This design comes from an exercise in tuning for small area, a short achievable clock period and few clock cycles on the open sky130 flow, not from production work. Only simulation tests tie the RTL to the original design; equivalence was not proved. Power and IR drop assume default switching activity.

== v53 ==
// mcb_core
module mcb_core #(
    parameter EDGE_DEPTH = 32,              
    parameter AW         = 5                
) (
    input  wire        clk,
    input  wire        rst,
    input  wire        cmd_valid,
    output wire        cmd_ready,
    input  wire [63:0] cmd_data,
    output wire        evt_valid,
    input  wire        evt_ready,
    output wire [63:0] evt_data,
    output wire        irq
);
Size: ~33,000 cells after synthesis, roughly 6,800 flip-flops, roughly 140 I/O pins, ~330,000 sq um of cells after synthesis.
export LEC_CHECK = 0
export ABC_AREA = 1
export CAP_MARGIN = 30
export CORE_MARGIN = 2
export CORE_UTILIZATION = 45
export CTS_CLUSTER_DIAMETER = 60
export CTS_CLUSTER_SIZE = 30
export SETUP_SLACK_MARGIN = 5
export SLEW_MARGIN = 30
export TNS_END_PERCENT = 10
create_clock -name core_clock -period 12.0 [get_ports {clk}]
run.sh (not shown) runs the stock make flow with config.mk's settings and CLKGATE_MAP_FILE= SYNTH_SCRIPT=/design/flow/synth_recipe.tcl, a recipe that flattens the netlist after the stock synthesis.
v53 completed every stage of the flow, and the final layout passed the timing, DRC and antenna checks.
Testbench counts of v53, summed over its fixed seeds: cycles 6,978.
diff inputs: v53 => v57
# v53
export LEC_CHECK = 0
export ABC_AREA = 1
export CAP_MARGIN = 30
export CORE_MARGIN = 2
export CORE_UTILIZATION = 45
export CTS_CLUSTER_DIAMETER = 60
export CTS_CLUSTER_SIZE = 30
export SETUP_SLACK_MARGIN = 5
export SLEW_MARGIN = 30
export TNS_END_PERCENT = 10
create_clock -name core_clock -period 12.0 [get_ports {clk}]
# v57
export LEC_CHECK = 0
export ABC_AREA = 1
export CAP_MARGIN = 30
export CORE_MARGIN = 2
export CORE_UTILIZATION = 45
export CTS_CLUSTER_DIAMETER = 60
export CTS_CLUSTER_SIZE = 30
export SETUP_SLACK_MARGIN = 5
export SLEW_MARGIN = 30
export TNS_END_PERCENT = 0
create_clock -name core_clock -period 12.0 [get_ports {clk}]
## What came out
Any difference in total power density per cell area between v53 and v57 is small enough to ignore. Sequential portion of the cell area: v57 vs v53, no meaningful difference. Comparing v57 against v53, there is no change at all in number of sequential cells in the layout. Final setup slack of the worst path (lower): v53.
Input changes introduced in v19 (baseline for comparison: v57):
# v57
export LEC_CHECK = 0
export ABC_AREA = 1
export CAP_MARGIN = 30
export CORE_MARGIN = 2
export CORE_UTILIZATION = 45
export CTS_CLUSTER_DIAMETER = 60
export CTS_CLUSTER_SIZE = 30
export SETUP_SLACK_MARGIN = 5
export SLEW_MARGIN = 30
export TNS_END_PERCENT = 0
create_clock -name core_clock -period 12.0 [get_ports {clk}]
# v19
export LEC_CHECK = 0
export ABC_AREA = 1
export CAP_MARGIN = 30
export CORE_MARGIN = 2
export CORE_UTILIZATION = 55
export CTS_CLUSTER_DIAMETER = 60
export CTS_CLUSTER_SIZE = 30
export PLACE_DENSITY = 0.75
export SETUP_SLACK_MARGIN = 5
export SLEW_MARGIN = 30
create_clock -name core_clock -period 12.0 [get_ports {clk}]
[summary]
- Compared with v57, v19 shows final worst-path setup slack higher by 0.20 ns.
- Between v19 and v57, it is v19 whose signed area change from the synthesized netlist to the final layout is lower, by 0.28 points.
- In terms of non-clock buffer count, v19 and v57 differ only marginally.
- Worst slack at placement: v19 > v57
Input-level comparison between v31 and v19:
# v19
export LEC_CHECK = 0
export ABC_AREA = 1
export CAP_MARGIN = 30
export CORE_MARGIN = 2
export CORE_UTILIZATION = 55
export CTS_CLUSTER_DIAMETER = 60
export CTS_CLUSTER_SIZE = 30
export PLACE_DENSITY = 0.75
export SETUP_SLACK_MARGIN = 5
export SLEW_MARGIN = 30
create_clock -name core_clock -period 12.0 [get_ports {clk}]
# v31
export LEC_CHECK = 0
export ABC_AREA = 1
export CAP_MARGIN = 30
export CORE_MARGIN = 2
export CORE_UTILIZATION = 40
export CTS_CLUSTER_DIAMETER = 60
export CTS_CLUSTER_SIZE = 30
export SETUP_SLACK_MARGIN = 5
export SLEW_MARGIN = 30
create_clock -name core_clock -period 12.0 [get_ports {clk}]
==> comparison <==
Overall power went up by a few percent going from v19 to v31. v19 has a higher time the worst path needs with I/O delays and setup than v31. NOTE: max-slew headroom at the worst pin in v31 falls short of that of v19. v31 against v19; number of antenna violations at the first check in global routing is down slightly. Looking at v31 and v19, the proportion of layout cells with a drive suffix above 1 is a wash. Between v31 and v19, the difference in footprint of the flip-flops and latches is negligible. Setup slack at placement ends up higher on v19. Going from v19 to v31, global-route usage decreased by 12 points relative to the old numbers; power per standard cell area increased by 2.2 nW/um^2 relative to the old numbers. For v31, the source of the critical timing path was n2_t[39], unlike v19, where it was n2_t[3]. The run showing the greater register-to-register setup slack is v31.

==> what the ideal ports hide <==
The results above use ideal ports. As a check the final layouts listed here were re-extracted and re-timed, cells and wires unchanged.
Step 1 assumes that a clkbuf_16 drives the clock port and a buf_2 every other input.
Step 2, shift: input delay + t, output delay - t, t = (earliest + latest rising clock arrival at the registers) / 2. This alone moves slack from input paths to output paths.
Slacks: ideal / step 1 / step 2; pairs: ideal / step 1.
| run | t, ns | slack for setup (ns) | clock arrival spread, ns | worst data-port slew with drivers (ns) |
|---|---|---|---|---|
| v53 | 1.325 | 4.057 / 4.057 / 3.151 | 0.113 / 0.113 | 0.51 |
| v57 | 1.318 | 4.183 / 4.183 / 3.071 | 0.118 / 0.118 | 0.58 |
| v19 | 1.286 | 4.381 / 4.381 / 3.266 | 0.110 / 0.110 | 0.40 |
| v31 | 1.313 | 4.579 / 4.579 / 3.574 | 0.089 / 0.088 | 0.44 |
After both steps setup and hold are still met in every run listed. For v19, which loses most, drivers alone change the setup slack by 0.000 ns; drivers and shift together by -1.115 ns.
